This design comes from an exercise in tuning for small area, a short achievable clock period and few clock cycles per item on the open sky130 flow, not from production work. Where RTL was checked, it was by simulation tests only, not by an equivalence proof against the original.

==> run X: inputs <==
## dmr_fec
module dmr_fec (
    input  wire         clk,
    input  wire         rst,         
    input  wire         start,
    input  wire [1:0]   op,
    input  wire [195:0] din,
    output wire         ready,
    output reg          done,
    output reg  [195:0] dout,
    output reg          corr,
    output reg          fail,
    output reg  [7:0]   ncorr
);
clock: 50.0 ns
lec_check: 0
cap_margin: 30
core_margin: 2
core_utilization: 35
cts_cluster_diameter: 80
cts_cluster_size: 20
place_density: 0.55
slew_margin: 20
standard.sh (not shown) runs the stock make flow with config.mk's settings and CLKGATE_MAP_FILE= SYNTH_SCRIPT=/design/flow/synth_recipe.tcl, a recipe that flattens the netlist after the stock synthesis.
==> flow/flow/run.sh <==
#!/bin/bash
# Standard ORFS layout at the design's clock and constraints, with:
#  - repair_timing asked to leave a setup margin (shorter critical paths),
#  - plain buf_2 cells as the port buffers,
#  - no dummy loads in the clock tree.
bash standard.sh SETUP_SLACK_MARGIN=38.5 \
  BUFFER_PORTS_ARGS="-buffer_cell sky130_fd_sc_hd__buf_2" \
  CTS_ARGS="-sink_clustering_enable -repair_clock_nets -dont_use_dummy_load -sink_clustering_size 20 -sink_clustering_max_diameter 80" \
  finish > standard.log 2>&1
==> inputs of run A, as changes to run X <==
==> flow/flow/run.sh (replaced) <==
#!/bin/bash
# Standard ORFS layout at the design's clock and constraints, with:
#  - repair_timing asked to leave a setup margin (shorter critical paths),
#  - plain buf_2 cells as the port buffers.
bash standard.sh SETUP_SLACK_MARGIN=38 \
  BUFFER_PORTS_ARGS="-buffer_cell sky130_fd_sc_hd__buf_2" \
  finish > standard.log 2>&1
CORE_UTILIZATION = 25   (was 35)
CTS_CLUSTER_DIAMETER = not set   (was 80)
CTS_CLUSTER_SIZE = not set   (was 20)
PLACE_DENSITY = 0.45   (was 0.55)
==> inputs of run Z, as changes to run X <==
==> flow/flow/run.sh (replaced) <==
#!/bin/bash
# Standard ORFS layout at the design's clock and constraints, with:
#  - repair_timing asked to leave a setup margin (shorter critical paths),
#  - plain buf_1 cells as the port buffers,
#  - no dummy loads in the clock tree.
bash standard.sh SETUP_SLACK_MARGIN=38.5 \
  BUFFER_PORTS_ARGS="-buffer_cell sky130_fd_sc_hd__buf_1" \
  CTS_ARGS="-sink_clustering_enable -repair_clock_nets -dont_use_dummy_load" \
  finish > standard.log 2>&1
CTS_CLUSTER_DIAMETER = not set   (was 80)
CTS_CLUSTER_SIZE = not set   (was 20)
==> notes <==
- Of run A and run X, run X has the higher sequential share of layout area (gap 1.0 points).
- Run X produced a clean layout. Run Z completed with no timing, DRC or antenna violations. Run A completed with no timing, DRC or antenna violations.
- Of run X and run A, run X has the higher clock skew (gap 0.046 ns).
- In critical path depth, run Z and run A do not differ.
- In synthesized area, run A and run X do not differ.
- Cell area, highest first: run A, run Z, run X.
Testbench counts of run X, summed over its fixed seeds: cycles 5,628, items 4,800.
Testbench counts of run A, summed over its fixed seeds: cycles 5,628, items 4,800.
Testbench counts of run Z, summed over its fixed seeds: cycles 5,628, items 4,800.

* * *

==> v2 <==
Another version of the RTL of dmr_fec (not shown whole).
==> flow/design.v (excerpt) <==
module dmr_fec (
    input  wire         clk,
    input  wire         rst,         
    input  wire         start,
    input  wire [1:0]   op,
    input  wire [195:0] din,
    output wire         ready,
    output reg          done,
    output reg  [195:0] dout,
    output reg          corr,
    output reg          fail,
    output reg  [7:0]   ncorr
);
export LEC_CHECK = 0
export CAP_MARGIN = 30
export CORE_MARGIN = 2
export CORE_UTILIZATION = 35
export PLACE_DENSITY = 0.55
export SLEW_MARGIN = 20
create_clock -name core_clock -period 50.0 [get_ports {clk}]
==> flow/flow/run.sh <==
#!/bin/bash
# Standard ORFS layout at the design's clock and constraints, with:
#  - repair_timing asked to leave a setup margin (shorter critical paths),
#  - plain buf_2 cells as the port buffers,
#  - no dummy loads in the clock tree.
bash standard.sh SETUP_SLACK_MARGIN=38.5 \
  BUFFER_PORTS_ARGS="-buffer_cell sky130_fd_sc_hd__buf_2" \
  CTS_ARGS="-sink_clustering_enable -repair_clock_nets -dont_use_dummy_load" \
  finish > standard.log 2>&1
==> v29: changes against v2 <==
--- a/flow/design.v
+++ b/flow/design.v
@@ -1917,15 +1917,15 @@
     always @(posedge clk) begin
         w0    <= pc_in;
         ncnt  <= ndiff;
         dout  <= dout_n;
         npass <= iter ? npass + 3'd1 : 3'd1;
         if (dec_act) begin
             fail  <= !consistent;
-            corr  <= consistent && (|pc_in[195:1]);    
+            corr  <= consistent && (ndiff != 8'd0);
             ncorr <= consistent ? ndiff : 8'd0;
         end else begin
             fail  <= (rop == 2'd3) && e_fail;
             corr  <= s_ed && (e_n != 4'd0);
             ncorr <= s_ed ? {4'd0, e_n} : 8'd0;
         end
         if (ready) begin
==> flow/flow/run.sh (replaced) <==
#!/bin/bash
# Standard ORFS layout at the design's clock and constraints, with:
#  - repair_timing asked to leave a setup margin (shorter critical paths),
#  - plain buf_2 cells as the port buffers.
bash standard.sh SETUP_SLACK_MARGIN=38.5 \
  BUFFER_PORTS_ARGS="-buffer_cell sky130_fd_sc_hd__buf_2" \
  finish > standard.log 2>&1
==> impl_metrics.py <==
metrics = {
    "finish": {
        "num-nonclk-inverters": 284,
        "multi_input_area_sq_um": 39380,
    },
    "drt": {
        "met2WireLength_um": 149000,
    },
    "run_status": {
        "run_status": "complete, no violations",
    },
    "sta": {
        "fin_crit_ns": 11.55,
    },
}
[end of results for v29]
==> impl_metrics.py <==
metrics = {
    "run_status": {
        "run_status": "complete, no violations",
    },
    "sta": {
        "fin_crit_ns": 11.52,
    },
    "drt": {
        "met2WireLength_um": 154800,
    },
    "yosys": {
        "netlist-cell-type-count": 107,
    },
    "finish": {
        "num-nonclk-inverters": 261,
    },
}
[end of results for v2]
Testbench counts of v29, summed over its fixed seeds: cycles 5,628, items 4,800.
Function not checked in v2: the RTL went through the layout flow alone.

* * *

==> inputs of job 2840 <==
RTL: one of the versions met above, not the one the previous note started from.
// dmr_fec
module dmr_fec (
    input  wire         clk,
    input  wire         rst,         
    input  wire         start,
    input  wire [1:0]   op,
    input  wire [195:0] din,
    output wire         ready,
    output reg          done,
    output reg  [195:0] dout,
    output reg          corr,
    output reg          fail,
    output reg  [7:0]   ncorr
);
clock: 50.0 ns
lec_check: 0
cap_margin: 30
core_margin: 2
core_utilization: 35
place_density: 0.55
slew_margin: 20
==> flow/flow/run.sh <==
#!/bin/bash
# Standard ORFS layout at the design's clock and constraints, with:
#  - repair_timing asked to leave a setup margin (shorter critical paths),
#  - plain buf_2 cells as the port buffers,
#  - no dummy loads in the clock tree.
bash standard.sh SETUP_SLACK_MARGIN=38.3 \
  BUFFER_PORTS_ARGS="-buffer_cell sky130_fd_sc_hd__buf_2" \
  CTS_ARGS="-sink_clustering_enable -repair_clock_nets -dont_use_dummy_load" \
  finish > standard.log 2>&1
==> job 6894 (differences from job 2840) <==
==> flow/run.sh (new file) <==
#!/bin/bash
# synth_recipe.tcl (not shown) runs the flow's synth.tcl, then flattens the netlist and writes it again
# the make line also repeats each setting of config.mk as NAME=value (left out here)
make -C /OpenROAD-flow-scripts/flow DESIGN_CONFIG=/design/flow/config.mk WORK_HOME=/design/flow/orfs CLKGATE_MAP_FILE= SYNTH_SCRIPT=/design/flow/synth_recipe.tcl finish
--- a/flow/config.mk
+++ b/flow/config.mk
@@ -11,2 +11,2 @@
 export PLACE_DENSITY = 0.55
-export SLEW_MARGIN = 20
+export SLEW_MARGIN = 40
removed: flow/flow/run.sh
removed: flow/standard.sh
==> run summary <==
Between job 2840 and job 6894, the lower via count is in job 6894 (gap 2.6%, measured against job 6894). Against job 2840, the clock skew of job 6894 is lower by 0.046 ns. Between job 6894 and job 2840, the lower wire length is in job 6894 (gap about 3.2%, measured against job 2840). Between job 2840 and job 6894, the lower design area is in job 6894 (gap about 0.37%, measured against job 6894). Against job 6894, the clock-buffer cell count of job 2840 is lower by 28. In synthesized cell count, job 2840 and job 6894 do not differ. Critical path depth: job 2840 is lower than job 6894 (38).
==> figures <==
                                                                   job 2840      job 6894
Register Area                                                     14300 um2     14300 um2
Number of filler cells placed in the layout                           14800         14700
Net count of the finished layout                                       6416          6258
Met3 wire length                                                   39500 um      39000 um
Post-route minimum period                                          11.73 ns      14.33 ns
# clk buffers                                                            83           111
Setup ws final                                                     38.27 ns      35.67 ns
Clock latency at the later pin of the worst-skew pair               0.71 ns       0.73 ns
Worst-case headroom to the max-slew limit                             0.178         0.248
Max Freq                                                         0.0852 GHz    0.0698 GHz
Final hold slack                                                   0.408 ns      0.418 ns
Instance count on the critical path                                       1            39
Proportion of cell area occupied by registers                         0.220         0.221
Setup crit start                                           dout[25]$_DFF_P_  iter$_DFF_P_
Detailed-route wire length on metal 1                             141000 um     135000 um
Status                                     no timing/DRC/antenna violations  no timing/DRC/antenna violations
Testbench counts of job 2840, summed over its fixed seeds: cycles 5,628, items 4,800.
Testbench counts of job 6894, summed over its fixed seeds: cycles 5,628, items 4,800.

* * *

==> v37: inputs <==
dmr_fec, a different RTL version from the one above (not shown whole).
Design dmr_fec, start of the top module:
module dmr_fec (
    input  wire         clk,
    input  wire         rst,         
    input  wire         start,
    input  wire [1:0]   op,
    input  wire [195:0] din,
    output wire         ready,
    output reg          done,
    output reg  [195:0] dout,
    output reg          corr,
    output reg          fail,
    output reg  [7:0]   ncorr
);
Settings: LEC_CHECK=0, CAP_MARGIN=20, CORE_MARGIN=2, CORE_UTILIZATION=25, PLACE_DENSITY=0.45, SLEW_MARGIN=20; clock period 50.0 ns.
run.sh (not shown) runs the stock make flow with config.mk's settings and CLKGATE_MAP_FILE= SYNTH_SCRIPT=/design/flow/synth_recipe.tcl, a recipe that flattens the netlist after the stock synthesis.
Stock flow here: none of the scripts above is used.
==> inputs of v9, as changes to v37 <==
Settings changed: ABC_AREA set to 1.
==> qor summary <==
Number of buffers added by the clock tree synthesis step: v9 88; v37 90
Number of detailed-route iterations in the first pass: v9 9; v37 7
Final core area utilization: v9 29.7%; v37 30.3%
Post-Syn Instances: v9 10.4k; v37 6338
Well-Tap Cells: v9 3402; v37 3330
Result of the run: v9 complete, no violations; v37 complete, no violations
Reg-to-reg critical path startpoint: v9 rop[1]; v37 rop[0]
Area share of the largest cell type after synthesis: v9 24.7%; v37 13.1%
Initial detailed-routing violation count: v9 10.8k; v37 8289
Total length of routed wires: v9 533 mm; v37 435 mm
Final non-filler cell area: v9 77000 um2; v37 75300 um2
Die Span X: v9 515 um; v37 503 um
No functional check of the RTL was part of any run of this note.

* * *

==> inputs of xenon <==
dmr_fec, a different RTL version from the one above (not shown whole).
Settings: LEC_CHECK=0, CAP_MARGIN=20, CORE_MARGIN=2, CORE_UTILIZATION=25, PLACE_DENSITY=0.45, SLEW_MARGIN=20; clock period 50.0 ns.
standard.sh (not shown) runs the stock make flow with config.mk's settings and CLKGATE_MAP_FILE= SYNTH_SCRIPT=/design/flow/synth_recipe.tcl, a recipe that flattens the netlist after the stock synthesis.
==> flow/flow/run.sh <==
#!/bin/bash
# Standard ORFS layout at the design's clock and constraints; repair_timing
# is asked to leave a setup margin so that it shortens the critical paths.
bash standard.sh SETUP_SLACK_MARGIN=38 finish > standard.log 2>&1
==> inputs of harbor, as changes to xenon <==
==> flow/flow/run.sh (replaced) <==
#!/bin/bash
# Standard ORFS layout at the design's clock and constraints, with:
#  - repair_timing asked to leave a setup margin (shorter critical paths),
#  - plain buf_2 cells as the port buffers.
bash standard.sh SETUP_SLACK_MARGIN=38.5 \
  BUFFER_PORTS_ARGS="-buffer_cell sky130_fd_sc_hd__buf_2" \
  finish > standard.log 2>&1
==> qor summary <==
|  | harbor | xenon |
|---|---|---|
| Result of the run | no timing/DRC/antenna violations | no timing/DRC/antenna violations |
| Initial antenna violation count | 51 | 34 |
| Share of the final layout cell area in multi-input gates | 60.7% | 59.8% |
| Met1 track demand over resource | 45.5% | 45.3% |
| Worst Hold Margin | 0.413 ns | 0.428 ns |
| Worst reg-to-reg path cell count | 36 | 41 |
| Count of TritonRoute iterations in the first routing pass | 8 | 9 |
| Share of cell area taken by flip-flops and latches | 17.6% | 17.9% |
| Worst reg2reg startpoint | rin[16] | rop[1] |
| Finished Layout Cells | 10.3k | 10.1k |
| Post-layout utilization of the core | 33.8% | 33.0% |
| Number of antenna repair diodes | 23 | 17 |
Function was not checked in any run of this note: the RTL went through the layout flow alone.

* * *

==> run B <==
dmr_fec with an RTL version that a note above also has.
export LEC_CHECK = 0
export CAP_MARGIN = 20
export CORE_MARGIN = 2
export CORE_UTILIZATION = 25
export PLACE_DENSITY = 0.45
export SLEW_MARGIN = 20
create_clock -name core_clock -period 50.0 [get_ports {clk}]
==> flow/flow/run.sh <==
#!/bin/bash
# Standard ORFS layout at the design's clock and constraints; repair_timing
# is asked to leave a setup margin so that it shortens the critical paths.
bash standard.sh SETUP_SLACK_MARGIN=38 finish > standard.log 2>&1
==> run P (differences from run B) <==
==> flow/flow/run.sh (replaced) <==
#!/bin/bash
# standard layout, with its output kept in a log file
bash standard.sh > standard.log 2>&1
==> flow_summary.yaml <==
critical_path:
  path_delay_family: "buffers and inverters"
  slowest_delay_ns: 0.63
  end_kind: "output pin"
cts:
  numCtsBuffers: 87
  postCtsResizedCells: 328
  cts_setup_buffers: 55
place:
  placed_cells: 10000
  placed_area_mm2: 0.0717
outcome:
  outcome: "no timing/DRC/antenna violations"
cells_and_area:
  num_antenna_cells: 15
  fillers: 25600
  syn_to_final_growth_pct: 30.5
global_routing:
  grtUsageMet2: 0.458
sta:
  clock_skew_ns: 0.0789
routing:
  route.layer.met1.wl_um: 179000
the above is filed under run B

==> flow_summary.yaml <==
routing:
  route.layer.met1.wl_um: 193000
sta:
  clock_skew_ns: 0.0697
outcome:
  outcome: "no timing/DRC/antenna violations"
cts:
  cts_setup_buffers: 0
  postCtsResizedCells: 0
place:
  placed_cells: 10100
cells_and_area:
  fillers: 25800
  num_antenna_cells: 7
critical_path:
  slowest_delay_ns: 0.96
  end_kind: "flop"
the above is filed under run P

No functional check of the RTL was part of any run of this note.

* * *

==> run C <==
RTL: one of the versions met above, not the one the previous note started from.
clock: 50.0 ns
lec_check: 0
abc_clock_period_in_ps: 11000
cap_margin: 30
core_margin: 2
core_utilization: 35
place_density: 0.55
slew_margin: 20
==> flow/flow/run.sh <==
#!/bin/bash
# Standard ORFS layout at the design's clock and constraints, with:
#  - repair_timing asked to leave a setup margin (shorter critical paths),
#  - plain buf_2 cells as the port buffers,
#  - no dummy loads in the clock tree.
bash standard.sh SETUP_SLACK_MARGIN=38.5 \
  BUFFER_PORTS_ARGS="-buffer_cell sky130_fd_sc_hd__buf_2" \
  CTS_ARGS="-sink_clustering_enable -repair_clock_nets -dont_use_dummy_load" \
  finish > standard.log 2>&1
==> inputs of run M, as changes to run C <==
--- a/flow/design.v
+++ b/flow/design.v
@@ -16,10 +16,12 @@
     reg [195:0] rin;
     reg         iter;        
     reg [2:0]   npass;       
     reg [195:0] w0;          
     reg [7:0]   ncnt;        
+    reg [29:0]  cq;          
+    reg         oscq;        
     reg         rdy;         
     assign ready = rdy;
     wire [195:0] din_m;
     assign din_m[0] = op[1] ? din[0] : (op[0] ? din[0] : 1'b0);
     assign din_m[1] = op[1] ? din[0] : (op[0] ? din[181] : 1'b0);
@@ -874,10 +876,25 @@
     assign cf[150] = (csd14 == 4'h1) | (u1_enc & cs14[0]);
     assign cf[165] = (csd14 == 4'h2) | (u1_enc & cs14[1]);
     assign cf[180] = (csd14 == 4'h4) | (u1_enc & cs14[2]);
     assign cf[195] = (csd14 == 4'h8) | (u1_enc & cs14[3]);
     wire [195:0] u1_out = m1 ^ cf;
+    wire cfl0 = cf[1] | cf[16] | cf[31] | cf[46] | cf[61] | cf[76] | cf[91] | cf[106] | cf[121] | cf[136] | cf[151] | cf[166] | cf[181];
+    wire cfl1 = cf[2] | cf[17] | cf[32] | cf[47] | cf[62] | cf[77] | cf[92] | cf[107] | cf[122] | cf[137] | cf[152] | cf[167] | cf[182];
+    wire cfl2 = cf[3] | cf[18] | cf[33] | cf[48] | cf[63] | cf[78] | cf[93] | cf[108] | cf[123] | cf[138] | cf[153] | cf[168] | cf[183];
+    wire cfl3 = cf[4] | cf[19] | cf[34] | cf[49] | cf[64] | cf[79] | cf[94] | cf[109] | cf[124] | cf[139] | cf[154] | cf[169] | cf[184];
+    wire cfl4 = cf[5] | cf[20] | cf[35] | cf[50] | cf[65] | cf[80] | cf[95] | cf[110] | cf[125] | cf[140] | cf[155] | cf[170] | cf[185];
+    wire cfl5 = cf[6] | cf[21] | cf[36] | cf[51] | cf[66] | cf[81] | cf[96] | cf[111] | cf[126] | cf[141] | cf[156] | cf[171] | cf[186];
+    wire cfl6 = cf[7] | cf[22] | cf[37] | cf[52] | cf[67] | cf[82] | cf[97] | cf[112] | cf[127] | cf[142] | cf[157] | cf[172] | cf[187];
+    wire cfl7 = cf[8] | cf[23] | cf[38] | cf[53] | cf[68] | cf[83] | cf[98] | cf[113] | cf[128] | cf[143] | cf[158] | cf[173] | cf[188];
+    wire cfl8 = cf[9] | cf[24] | cf[39] | cf[54] | cf[69] | cf[84] | cf[99] | cf[114] | cf[129] | cf[144] | cf[159] | cf[174] | cf[189];
+    wire cfl9 = cf[10] | cf[25] | cf[40] | cf[55] | cf[70] | cf[85] | cf[100] | cf[115] | cf[130] | cf[145] | cf[160] | cf[175] | cf[190];
+    wire cfl10 = cf[11] | cf[26] | cf[41] | cf[56] | cf[71] | cf[86] | cf[101] | cf[116] | cf[131] | cf[146] | cf[161] | cf[176] | cf[191];
+    wire cfl11 = cf[12] | cf[27] | cf[42] | cf[57] | cf[72] | cf[87] | cf[102] | cf[117] | cf[132] | cf[147] | cf[162] | cf[177] | cf[192];
+    wire cfl12 = cf[13] | cf[28] | cf[43] | cf[58] | cf[73] | cf[88] | cf[103] | cf[118] | cf[133] | cf[148] | cf[163] | cf[178] | cf[193];
+    wire cfl13 = cf[14] | cf[29] | cf[44] | cf[59] | cf[74] | cf[89] | cf[104] | cf[119] | cf[134] | cf[149] | cf[164] | cf[179] | cf[194];
+    wire cfl14 = cf[15] | cf[30] | cf[45] | cf[60] | cf[75] | cf[90] | cf[105] | cf[120] | cf[135] | cf[150] | cf[165] | cf[180] | cf[195];
     wire [3:0] rt0 = {cf[1] ^ cf[2] ^ cf[3] ^ cf[5] ^ cf[7] ^ cf[8] ^ cf[11] ^ cf[15], cf[3] ^ cf[4] ^ cf[5] ^ cf[6] ^ cf[8] ^ cf[10] ^ cf[11] ^ cf[14], cf[2] ^ cf[3] ^ cf[4] ^ cf[5] ^ cf[7] ^ cf[9] ^ cf[10] ^ cf[13], cf[1] ^ cf[2] ^ cf[3] ^ cf[4] ^ cf[6] ^ cf[8] ^ cf[9] ^ cf[12]};
     wire [3:0] rt1 = {cf[16] ^ cf[17] ^ cf[18] ^ cf[20] ^ cf[22] ^ cf[23] ^ cf[26] ^ cf[30], cf[18] ^ cf[19] ^ cf[20] ^ cf[21] ^ cf[23] ^ cf[25] ^ cf[26] ^ cf[29], cf[17] ^ cf[18] ^ cf[19] ^ cf[20] ^ cf[22] ^ cf[24] ^ cf[25] ^ cf[28], cf[16] ^ cf[17] ^ cf[18] ^ cf[19] ^ cf[21] ^ cf[23] ^ cf[24] ^ cf[27]};
     wire [3:0] rt2 = {cf[31] ^ cf[32] ^ cf[33] ^ cf[35] ^ cf[37] ^ cf[38] ^ cf[41] ^ cf[45], cf[33] ^ cf[34] ^ cf[35] ^ cf[36] ^ cf[38] ^ cf[40] ^ cf[41] ^ cf[44], cf[32] ^ cf[33] ^ cf[34] ^ cf[35] ^ cf[37] ^ cf[39] ^ cf[40] ^ cf[43], cf[31] ^ cf[32] ^ cf[33] ^ cf[34] ^ cf[36] ^ cf[38] ^ cf[39] ^ cf[42]};
     wire [3:0] rt3 = {cf[46] ^ cf[47] ^ cf[48] ^ cf[50] ^ cf[52] ^ cf[53] ^ cf[56] ^ cf[60], cf[48] ^ cf[49] ^ cf[50] ^ cf[51] ^ cf[53] ^ cf[55] ^ cf[56] ^ cf[59], cf[47] ^ cf[48] ^ cf[49] ^ cf[50] ^ cf[52] ^ cf[54] ^ cf[55] ^ cf[58], cf[46] ^ cf[47] ^ cf[48] ^ cf[49] ^ cf[51] ^ cf[53] ^ cf[54] ^ cf[57]};
     wire [3:0] rt4 = {cf[61] ^ cf[62] ^ cf[63] ^ cf[65] ^ cf[67] ^ cf[68] ^ cf[71] ^ cf[75], cf[63] ^ cf[64] ^ cf[65] ^ cf[66] ^ cf[68] ^ cf[70] ^ cf[71] ^ cf[74], cf[62] ^ cf[63] ^ cf[64] ^ cf[65] ^ cf[67] ^ cf[69] ^ cf[70] ^ cf[73], cf[61] ^ cf[62] ^ cf[63] ^ cf[64] ^ cf[66] ^ cf[68] ^ cf[69] ^ cf[72]};
@@ -885,12 +902,60 @@
     wire [3:0] rt6 = {cf[91] ^ cf[92] ^ cf[93] ^ cf[95] ^ cf[97] ^ cf[98] ^ cf[101] ^ cf[105], cf[93] ^ cf[94] ^ cf[95] ^ cf[96] ^ cf[98] ^ cf[100] ^ cf[101] ^ cf[104], cf[92] ^ cf[93] ^ cf[94] ^ cf[95] ^ cf[97] ^ cf[99] ^ cf[100] ^ cf[103], cf[91] ^ cf[92] ^ cf[93] ^ cf[94] ^ cf[96] ^ cf[98] ^ cf[99] ^ cf[102]};
     wire [3:0] rt7 = {cf[106] ^ cf[107] ^ cf[108] ^ cf[110] ^ cf[112] ^ cf[113] ^ cf[116] ^ cf[120], cf[108] ^ cf[109] ^ cf[110] ^ cf[111] ^ cf[113] ^ cf[115] ^ cf[116] ^ cf[119], cf[107] ^ cf[108] ^ cf[109] ^ cf[110] ^ cf[112] ^ cf[114] ^ cf[115] ^ cf[118], cf[106] ^ cf[107] ^ cf[108] ^ cf[109] ^ cf[111] ^ cf[113] ^ cf[114] ^ cf[117]};
     wire [3:0] rt8 = {cf[121] ^ cf[122] ^ cf[123] ^ cf[125] ^ cf[127] ^ cf[128] ^ cf[131] ^ cf[135], cf[123] ^ cf[124] ^ cf[125] ^ cf[126] ^ cf[128] ^ cf[130] ^ cf[131] ^ cf[134], cf[122] ^ cf[123] ^ cf[124] ^ cf[125] ^ cf[127] ^ cf[129] ^ cf[130] ^ cf[133], cf[121] ^ cf[122] ^ cf[123] ^ cf[124] ^ cf[126] ^ cf[128] ^ cf[129] ^ cf[132]};
     wire rows_nz = (|rt0) | (|rt1) | (|rt2) | (|rt3) | (|rt4) | (|rt5) | (|rt6) | (|rt7) | (|rt8);
     wire cols_left = (cs0 == 4'h9) | (cs0 == 4'hB) | (cs1 == 4'h9) | (cs1 == 4'hB) | (cs2 == 4'h9) | (cs2 == 4'hB) | (cs3 == 4'h9) | (cs3 == 4'hB) | (cs4 == 4'h9) | (cs4 == 4'hB) | (cs5 == 4'h9) | (cs5 == 4'hB) | (cs6 == 4'h9) | (cs6 == 4'hB) | (cs7 == 4'h9) | (cs7 == 4'hB) | (cs8 == 4'h9) | (cs8 == 4'hB) | (cs9 == 4'h9) | (cs9 == 4'hB) | (cs10 == 4'h9) | (cs10 == 4'hB) | (cs11 == 4'h9) | (cs11 == 4'hB) | (cs12 == 4'h9) | (cs12 == 4'hB) | (cs13 == 4'h9) | (cs13 == 4'hB) | (cs14 == 4'h9) | (cs14 == 4'hB);
-    wire consistent = !rows_nz && !cols_left;
-    wire fin = !rows_nz || (iter && npass == 3'd4);
+    wire osc_rows = (rt0 == rsd0) & (rt1 == rsd1) & (rt2 == rsd2) & (rt3 == rsd3) & (rt4 == rsd4) & (rt5 == rsd5) & (rt6 == rsd6) & (rt7 == rsd7) & (rt8 == rsd8);
+    wire c9_0 = (cs0 == 4'h9);
+    wire cB_0 = (cs0 == 4'hB);
+    wire ocol0 = (cfl0 | (cs0 == 4'h0)) ? (cq[1:0] == 2'b00) : (c9_0 ? cq[0] : cq[1]);
+    wire c9_1 = (cs1 == 4'h9);
+    wire cB_1 = (cs1 == 4'hB);
+    wire ocol1 = (cfl1 | (cs1 == 4'h0)) ? (cq[3:2] == 2'b00) : (c9_1 ? cq[2] : cq[3]);
+    wire c9_2 = (cs2 == 4'h9);
+    wire cB_2 = (cs2 == 4'hB);
+    wire ocol2 = (cfl2 | (cs2 == 4'h0)) ? (cq[5:4] == 2'b00) : (c9_2 ? cq[4] : cq[5]);
+    wire c9_3 = (cs3 == 4'h9);
+    wire cB_3 = (cs3 == 4'hB);
+    wire ocol3 = (cfl3 | (cs3 == 4'h0)) ? (cq[7:6] == 2'b00) : (c9_3 ? cq[6] : cq[7]);
+    wire c9_4 = (cs4 == 4'h9);
+    wire cB_4 = (cs4 == 4'hB);
+    wire ocol4 = (cfl4 | (cs4 == 4'h0)) ? (cq[9:8] == 2'b00) : (c9_4 ? cq[8] : cq[9]);
+    wire c9_5 = (cs5 == 4'h9);
+    wire cB_5 = (cs5 == 4'hB);
+    wire ocol5 = (cfl5 | (cs5 == 4'h0)) ? (cq[11:10] == 2'b00) : (c9_5 ? cq[10] : cq[11]);
+    wire c9_6 = (cs6 == 4'h9);
+    wire cB_6 = (cs6 == 4'hB);
+    wire ocol6 = (cfl6 | (cs6 == 4'h0)) ? (cq[13:12] == 2'b00) : (c9_6 ? cq[12] : cq[13]);
+    wire c9_7 = (cs7 == 4'h9);
+    wire cB_7 = (cs7 == 4'hB);
+    wire ocol7 = (cfl7 | (cs7 == 4'h0)) ? (cq[15:14] == 2'b00) : (c9_7 ? cq[14] : cq[15]);
+    wire c9_8 = (cs8 == 4'h9);
+    wire cB_8 = (cs8 == 4'hB);
+    wire ocol8 = (cfl8 | (cs8 == 4'h0)) ? (cq[17:16] == 2'b00) : (c9_8 ? cq[16] : cq[17]);
+    wire c9_9 = (cs9 == 4'h9);
+    wire cB_9 = (cs9 == 4'hB);
+    wire ocol9 = (cfl9 | (cs9 == 4'h0)) ? (cq[19:18] == 2'b00) : (c9_9 ? cq[18] : cq[19]);
+    wire c9_10 = (cs10 == 4'h9);
+    wire cB_10 = (cs10 == 4'hB);
+    wire ocol10 = (cfl10 | (cs10 == 4'h0)) ? (cq[21:20] == 2'b00) : (c9_10 ? cq[20] : cq[21]);
+    wire c9_11 = (cs11 == 4'h9);
+    wire cB_11 = (cs11 == 4'hB);
+    wire ocol11 = (cfl11 | (cs11 == 4'h0)) ? (cq[23:22] == 2'b00) : (c9_11 ? cq[22] : cq[23]);
+    wire c9_12 = (cs12 == 4'h9);
+    wire cB_12 = (cs12 == 4'hB);
+    wire ocol12 = (cfl12 | (cs12 == 4'h0)) ? (cq[25:24] == 2'b00) : (c9_12 ? cq[24] : cq[25]);
+    wire c9_13 = (cs13 == 4'h9);
+    wire cB_13 = (cs13 == 4'hB);
+    wire ocol13 = (cfl13 | (cs13 == 4'h0)) ? (cq[27:26] == 2'b00) : (c9_13 ? cq[26] : cq[27]);
+    wire c9_14 = (cs14 == 4'h9);
+    wire cB_14 = (cs14 == 4'hB);
+    wire ocol14 = (cfl14 | (cs14 == 4'h0)) ? (cq[29:28] == 2'b00) : (c9_14 ? cq[28] : cq[29]);
+    wire [29:0] cq_n = {cB_14, c9_14, cB_13, c9_13, cB_12, c9_12, cB_11, c9_11, cB_10, c9_10, cB_9, c9_9, cB_8, c9_8, cB_7, c9_7, cB_6, c9_6, cB_5, c9_5, cB_4, c9_4, cB_3, c9_3, cB_2, c9_2, cB_1, c9_1, cB_0, c9_0};
+    wire osc = iter && rows_nz && osc_rows && ocol0 && ocol1 && ocol2 && ocol3 && ocol4 && ocol5 && ocol6 && ocol7 && ocol8 && ocol9 && ocol10 && ocol11 && ocol12 && ocol13 && ocol14;
+    wire consistent = !rows_nz && !cols_left && !oscq;
+    wire fin = !rows_nz || oscq || (iter && npass == 3'd4);
     wire [195:0] mg = {196{iter}} & w0;
     wire [195:0] mx = mg ^ rf;
     wire [195:0] pc_in = mx ^ cf;       
     wire [7:0] ncg = {8{iter}} & ncnt;
     wire rfl0 = |rsd0;
@@ -909,39 +974,24 @@
     wire rhit6 = (rf[91] & mg[91]) | (rf[92] & mg[92]) | (rf[93] & mg[93]) | (rf[94] & mg[94]) | (rf[95] & mg[95]) | (rf[96] & mg[96]) | (rf[97] & mg[97]) | (rf[98] & mg[98]) | (rf[99] & mg[99]) | (rf[100] & mg[100]) | (rf[101] & mg[101]) | (rf[102] & mg[102]) | (rf[103] & mg[103]) | (rf[104] & mg[104]) | (rf[105] & mg[105]);
     wire rfl7 = |rsd7;
     wire rhit7 = (rf[106] & mg[106]) | (rf[107] & mg[107]) | (rf[108] & mg[108]) | (rf[109] & mg[109]) | (rf[110] & mg[110]) | (rf[111] & mg[111]) | (rf[112] & mg[112]) | (rf[113] & mg[113]) | (rf[114] & mg[114]) | (rf[115] & mg[115]) | (rf[116] & mg[116]) | (rf[117] & mg[117]) | (rf[118] & mg[118]) | (rf[119] & mg[119]) | (rf[120] & mg[120]);
     wire rfl8 = |rsd8;
     wire rhit8 = (rf[121] & mg[121]) | (rf[122] & mg[122]) | (rf[123] & mg[123]) | (rf[124] & mg[124]) | (rf[125] & mg[125]) | (rf[126] & mg[126]) | (rf[127] & mg[127]) | (rf[128] & mg[128]) | (rf[129] & mg[129]) | (rf[130] & mg[130]) | (rf[131] & mg[131]) | (rf[132] & mg[132]) | (rf[133] & mg[133]) | (rf[134] & mg[134]) | (rf[135] & mg[135]);
-    wire cfl0 = cf[1] | cf[16] | cf[31] | cf[46] | cf[61] | cf[76] | cf[91] | cf[106] | cf[121] | cf[136] | cf[151] | cf[166] | cf[181];
     wire chit0 = (cf[1] & mx[1]) | (cf[16] & mx[16]) | (cf[31] & mx[31]) | (cf[46] & mx[46]) | (cf[61] & mx[61]) | (cf[76] & mx[76]) | (cf[91] & mx[91]) | (cf[106] & mx[106]) | (cf[121] & mx[121]) | (cf[136] & mx[136]) | (cf[151] & mx[151]) | (cf[166] & mx[166]) | (cf[181] & mx[181]);
-    wire cfl1 = cf[2] | cf[17] | cf[32] | cf[47] | cf[62] | cf[77] | cf[92] | cf[107] | cf[122] | cf[137] | cf[152] | cf[167] | cf[182];
     wire chit1 = (cf[2] & mx[2]) | (cf[17] & mx[17]) | (cf[32] & mx[32]) | (cf[47] & mx[47]) | (cf[62] & mx[62]) | (cf[77] & mx[77]) | (cf[92] & mx[92]) | (cf[107] & mx[107]) | (cf[122] & mx[122]) | (cf[137] & mx[137]) | (cf[152] & mx[152]) | (cf[167] & mx[167]) | (cf[182] & mx[182]);
-    wire cfl2 = cf[3] | cf[18] | cf[33] | cf[48] | cf[63] | cf[78] | cf[93] | cf[108] | cf[123] | cf[138] | cf[153] | cf[168] | cf[183];
     wire chit2 = (cf[3] & mx[3]) | (cf[18] & mx[18]) | (cf[33] & mx[33]) | (cf[48] & mx[48]) | (cf[63] & mx[63]) | (cf[78] & mx[78]) | (cf[93] & mx[93]) | (cf[108] & mx[108]) | (cf[123] & mx[123]) | (cf[138] & mx[138]) | (cf[153] & mx[153]) | (cf[168] & mx[168]) | (cf[183] & mx[183]);
-    wire cfl3 = cf[4] | cf[19] | cf[34] | cf[49] | cf[64] | cf[79] | cf[94] | cf[109] | cf[124] | cf[139] | cf[154] | cf[169] | cf[184];
     wire chit3 = (cf[4] & mx[4]) | (cf[19] & mx[19]) | (cf[34] & mx[34]) | (cf[49] & mx[49]) | (cf[64] & mx[64]) | (cf[79] & mx[79]) | (cf[94] & mx[94]) | (cf[109] & mx[109]) | (cf[124] & mx[124]) | (cf[139] & mx[139]) | (cf[154] & mx[154]) | (cf[169] & mx[169]) | (cf[184] & mx[184]);
-    wire cfl4 = cf[5] | cf[20] | cf[35] | cf[50] | cf[65] | cf[80] | cf[95] | cf[110] | cf[125] | cf[140] | cf[155] | cf[170] | cf[185];
     wire chit4 = (cf[5] & mx[5]) | (cf[20] & mx[20]) | (cf[35] & mx[35]) | (cf[50] & mx[50]) | (cf[65] & mx[65]) | (cf[80] & mx[80]) | (cf[95] & mx[95]) | (cf[110] & mx[110]) | (cf[125] & mx[125]) | (cf[140] & mx[140]) | (cf[155] & mx[155]) | (cf[170] & mx[170]) | (cf[185] & mx[185]);
-    wire cfl5 = cf[6] | cf[21] | cf[36] | cf[51] | cf[66] | cf[81] | cf[96] | cf[111] | cf[126] | cf[141] | cf[156] | cf[171] | cf[186];
     wire chit5 = (cf[6] & mx[6]) | (cf[21] & mx[21]) | (cf[36] & mx[36]) | (cf[51] & mx[51]) | (cf[66] & mx[66]) | (cf[81] & mx[81]) | (cf[96] & mx[96]) | (cf[111] & mx[111]) | (cf[126] & mx[126]) | (cf[141] & mx[141]) | (cf[156] & mx[156]) | (cf[171] & mx[171]) | (cf[186] & mx[186]);
-    wire cfl6 = cf[7] | cf[22] | cf[37] | cf[52] | cf[67] | cf[82] | cf[97] | cf[112] | cf[127] | cf[142] | cf[157] | cf[172] | cf[187];
     wire chit6 = (cf[7] & mx[7]) | (cf[22] & mx[22]) | (cf[37] & mx[37]) | (cf[52] & mx[52]) | (cf[67] & mx[67]) | (cf[82] & mx[82]) | (cf[97] & mx[97]) | (cf[112] & mx[112]) | (cf[127] & mx[127]) | (cf[142] & mx[142]) | (cf[157] & mx[157]) | (cf[172] & mx[172]) | (cf[187] & mx[187]);
-    wire cfl7 = cf[8] | cf[23] | cf[38] | cf[53] | cf[68] | cf[83] | cf[98] | cf[113] | cf[128] | cf[143] | cf[158] | cf[173] | cf[188];
     wire chit7 = (cf[8] & mx[8]) | (cf[23] & mx[23]) | (cf[38] & mx[38]) | (cf[53] & mx[53]) | (cf[68] & mx[68]) | (cf[83] & mx[83]) | (cf[98] & mx[98]) | (cf[113] & mx[113]) | (cf[128] & mx[128]) | (cf[143] & mx[143]) | (cf[158] & mx[158]) | (cf[173] & mx[173]) | (cf[188] & mx[188]);
-    wire cfl8 = cf[9] | cf[24] | cf[39] | cf[54] | cf[69] | cf[84] | cf[99] | cf[114] | cf[129] | cf[144] | cf[159] | cf[174] | cf[189];
     wire chit8 = (cf[9] & mx[9]) | (cf[24] & mx[24]) | (cf[39] & mx[39]) | (cf[54] & mx[54]) | (cf[69] & mx[69]) | (cf[84] & mx[84]) | (cf[99] & mx[99]) | (cf[114] & mx[114]) | (cf[129] & mx[129]) | (cf[144] & mx[144]) | (cf[159] & mx[159]) | (cf[174] & mx[174]) | (cf[189] & mx[189]);
-    wire cfl9 = cf[10] | cf[25] | cf[40] | cf[55] | cf[70] | cf[85] | cf[100] | cf[115] | cf[130] | cf[145] | cf[160] | cf[175] | cf[190];
     wire chit9 = (cf[10] & mx[10]) | (cf[25] & mx[25]) | (cf[40] & mx[40]) | (cf[55] & mx[55]) | (cf[70] & mx[70]) | (cf[85] & mx[85]) | (cf[100] & mx[100]) | (cf[115] & mx[115]) | (cf[130] & mx[130]) | (cf[145] & mx[145]) | (cf[160] & mx[160]) | (cf[175] & mx[175]) | (cf[190] & mx[190]);
-    wire cfl10 = cf[11] | cf[26] | cf[41] | cf[56] | cf[71] | cf[86] | cf[101] | cf[116] | cf[131] | cf[146] | cf[161] | cf[176] | cf[191];
     wire chit10 = (cf[11] & mx[11]) | (cf[26] & mx[26]) | (cf[41] & mx[41]) | (cf[56] & mx[56]) | (cf[71] & mx[71]) | (cf[86] & mx[86]) | (cf[101] & mx[101]) | (cf[116] & mx[116]) | (cf[131] & mx[131]) | (cf[146] & mx[146]) | (cf[161] & mx[161]) | (cf[176] & mx[176]) | (cf[191] & mx[191]);
-    wire cfl11 = cf[12] | cf[27] | cf[42] | cf[57] | cf[72] | cf[87] | cf[102] | cf[117] | cf[132] | cf[147] | cf[162] | cf[177] | cf[192];
     wire chit11 = (cf[12] & mx[12]) | (cf[27] & mx[27]) | (cf[42] & mx[42]) | (cf[57] & mx[57]) | (cf[72] & mx[72]) | (cf[87] & mx[87]) | (cf[102] & mx[102]) | (cf[117] & mx[117]) | (cf[132] & mx[132]) | (cf[147] & mx[147]) | (cf[162] & mx[162]) | (cf[177] & mx[177]) | (cf[192] & mx[192]);
-    wire cfl12 = cf[13] | cf[28] | cf[43] | cf[58] | cf[73] | cf[88] | cf[103] | cf[118] | cf[133] | cf[148] | cf[163] | cf[178] | cf[193];
     wire chit12 = (cf[13] & mx[13]) | (cf[28] & mx[28]) | (cf[43] & mx[43]) | (cf[58] & mx[58]) | (cf[73] & mx[73]) | (cf[88] & mx[88]) | (cf[103] & mx[103]) | (cf[118] & mx[118]) | (cf[133] & mx[133]) | (cf[148] & mx[148]) | (cf[163] & mx[163]) | (cf[178] & mx[178]) | (cf[193] & mx[193]);
-    wire cfl13 = cf[14] | cf[29] | cf[44] | cf[59] | cf[74] | cf[89] | cf[104] | cf[119] | cf[134] | cf[149] | cf[164] | cf[179] | cf[194];
     wire chit13 = (cf[14] & mx[14]) | (cf[29] & mx[29]) | (cf[44] & mx[44]) | (cf[59] & mx[59]) | (cf[74] & mx[74]) | (cf[89] & mx[89]) | (cf[104] & mx[104]) | (cf[119] & mx[119]) | (cf[134] & mx[134]) | (cf[149] & mx[149]) | (cf[164] & mx[164]) | (cf[179] & mx[179]) | (cf[194] & mx[194]);
-    wire cfl14 = cf[15] | cf[30] | cf[45] | cf[60] | cf[75] | cf[90] | cf[105] | cf[120] | cf[135] | cf[150] | cf[165] | cf[180] | cf[195];
     wire chit14 = (cf[15] & mx[15]) | (cf[30] & mx[30]) | (cf[45] & mx[45]) | (cf[60] & mx[60]) | (cf[75] & mx[75]) | (cf[90] & mx[90]) | (cf[105] & mx[105]) | (cf[120] & mx[120]) | (cf[135] & mx[135]) | (cf[150] & mx[150]) | (cf[165] & mx[165]) | (cf[180] & mx[180]) | (cf[195] & mx[195]);
     wire nc_1 = ncg[0] ^ rfl0 ^ rfl1;
     wire nc_2 = (ncg[0] & rfl0) | (ncg[0] & rfl1) | (rfl0 & rfl1);
     wire nc_3 = rfl2 ^ rfl3 ^ rfl4;
     wire nc_4 = (rfl2 & rfl3) | (rfl2 & rfl4) | (rfl3 & rfl4);
@@ -1915,10 +1965,12 @@
     wire v_n    = !rst && (ready ? start : v);
     wire iter_n = !rst && dec_act && !fin;
     always @(posedge clk) begin
         w0    <= pc_in;
         ncnt  <= ndiff;
+        cq    <= cq_n;
+        oscq  <= !rst && osc && !fin;
         dout  <= dout_n;
         npass <= iter ? npass + 3'd1 : 3'd1;
         if (dec_act) begin
             fail  <= !consistent;
             corr  <= consistent && (ndiff != 8'd0);
ABC_CLOCK_PERIOD_IN_PS = unset   (was 11000)
==> inputs of run F, as changes to run C <==
==> flow/flow/run.sh (replaced) <==
#!/bin/bash
# Standard ORFS layout at the design's clock and constraints, with:
#  - repair_timing asked to leave a setup margin (shorter critical paths),
#  - plain buf_2 cells as the port buffers.
bash standard.sh SETUP_SLACK_MARGIN=39 \
  BUFFER_PORTS_ARGS="-buffer_cell sky130_fd_sc_hd__buf_2" \
  finish > standard.log 2>&1
ABC_CLOCK_PERIOD_IN_PS = unset   (was 11000)
CAP_MARGIN = 20   (was 30)
CORE_UTILIZATION = 25   (was 35)
PLACE_DENSITY = 0.45   (was 0.55)
==> results.toml <==
[logic_synthesis]
synth_cell_types = 115

[status]
status = "finished clean"

[global_route]
grt_pass1_vias = 45850

[layout]
clock_buffers = 111
synthToLayoutAreaGrowth_pct = 36.43
regArea_um2 = 14960

[pwr]
(the above is from run F)
==> results.toml <==
[global_route]
grt_pass1_vias = 47910

[status]
status = "finished clean"

[layout]
layout_common_cells = "572 x xnor2_1, 418 x buf_4, 414 x buf_2"
drive_gt1_share_pct = 28.75
synthToLayoutAreaGrowth_pct = 24.17
regArea_um2 = 14980
(the above is from run M)
==> results.toml <==
[setup_path]
startpoint = "dout[34]$_DFF_P_"

[status]
status = "finished clean"

[layout]
n_all_inverters = 284
clock_buffers = 81

[global_route]
grt_pass1_vias = 45350
grt_busiest_layer = "met2"

[floorplan]
tapcell.inserted = 2030

[detailed_routing]
routedLengthMet1_um = 134500

[sta]
fin_hold_ws_ps = 414.4
(the above is from run C)
Testbench counts of run C, summed over its fixed seeds: cycles 5,628, items 4,800.
Testbench counts of run F, summed over its fixed seeds: cycles 5,628, items 4,800.
No functional check of the RTL was part of run M.

## what the ideal ports hide
The flow's constraints put no driver on any port. The routed layouts listed below were extracted and timed again, unchanged, in two steps.
Step 1 assumes that a clkbuf_16 drives the clock port and a buf_2 every other input.
Step 2, shift: input delay + t, output delay - t, t = (earliest + latest rising clock arrival at the registers) / 2. This alone moves slack from input paths to output paths.
Slacks: ideal / step 1 / step 2; pairs: ideal / step 1.
run | t, ns | setup slack, ns | worst setup path at the end | slew at the worst register clock pin (ns)
run X | 0.782 | 38.309 / 38.309 / 37.874 | input to register | 0.09 / 0.09
run A | 0.845 | 37.973 / 37.869 / 37.635 | input to register | 0.07 / 0.07
run Z | 0.779 | 38.496 / 38.406 / 37.792 | input to register | 0.07 / 0.07
v2 | 0.790 | 38.483 / 38.388 / 37.850 | input to register | 0.06 / 0.06
v29 | 0.820 | 38.447 / 38.348 / 37.834 | input to register | 0.08 / 0.08
job 2840 | 0.764 | 38.267 / 38.171 / 37.806 | input to register | 0.07 / 0.07
job 6894 | 0.796 | 35.673 / 35.673 / 35.673 | register to register | 0.07 / 0.07
v37 | 0.859 | 34.865 / 34.865 / 34.865 | register to register | 0.08 / 0.08
v9 | 0.875 | 35.132 / 35.132 / 35.132 | register to register | 0.07 / 0.07
xenon | 0.877 | 37.988 / 37.886 / 37.334 | input to register | 0.07 / 0.07
harbor | 0.863 | 38.343 / 38.241 / 37.934 | input to register | 0.08 / 0.08
run B | 0.857 | 37.992 / 37.888 / 37.435 | input to register | 0.07 / 0.07
run P | 0.859 | 34.865 / 34.865 / 34.865 | register to register | 0.08 / 0.08
run C | 0.784 | 38.454 / 38.357 / 37.904 | input to register | 0.07 / 0.07
run M | 0.782 | 38.258 / 38.258 / 37.655 | input to register | 0.07 / 0.07
run F | 0.853 | 38.512 / 38.423 / 38.196 | input to register | 0.07 / 0.07
After both steps every run listed still meets setup and hold. For run Z, which loses most, drivers alone change the setup slack by -0.090 ns; drivers and shift together by -0.704 ns.
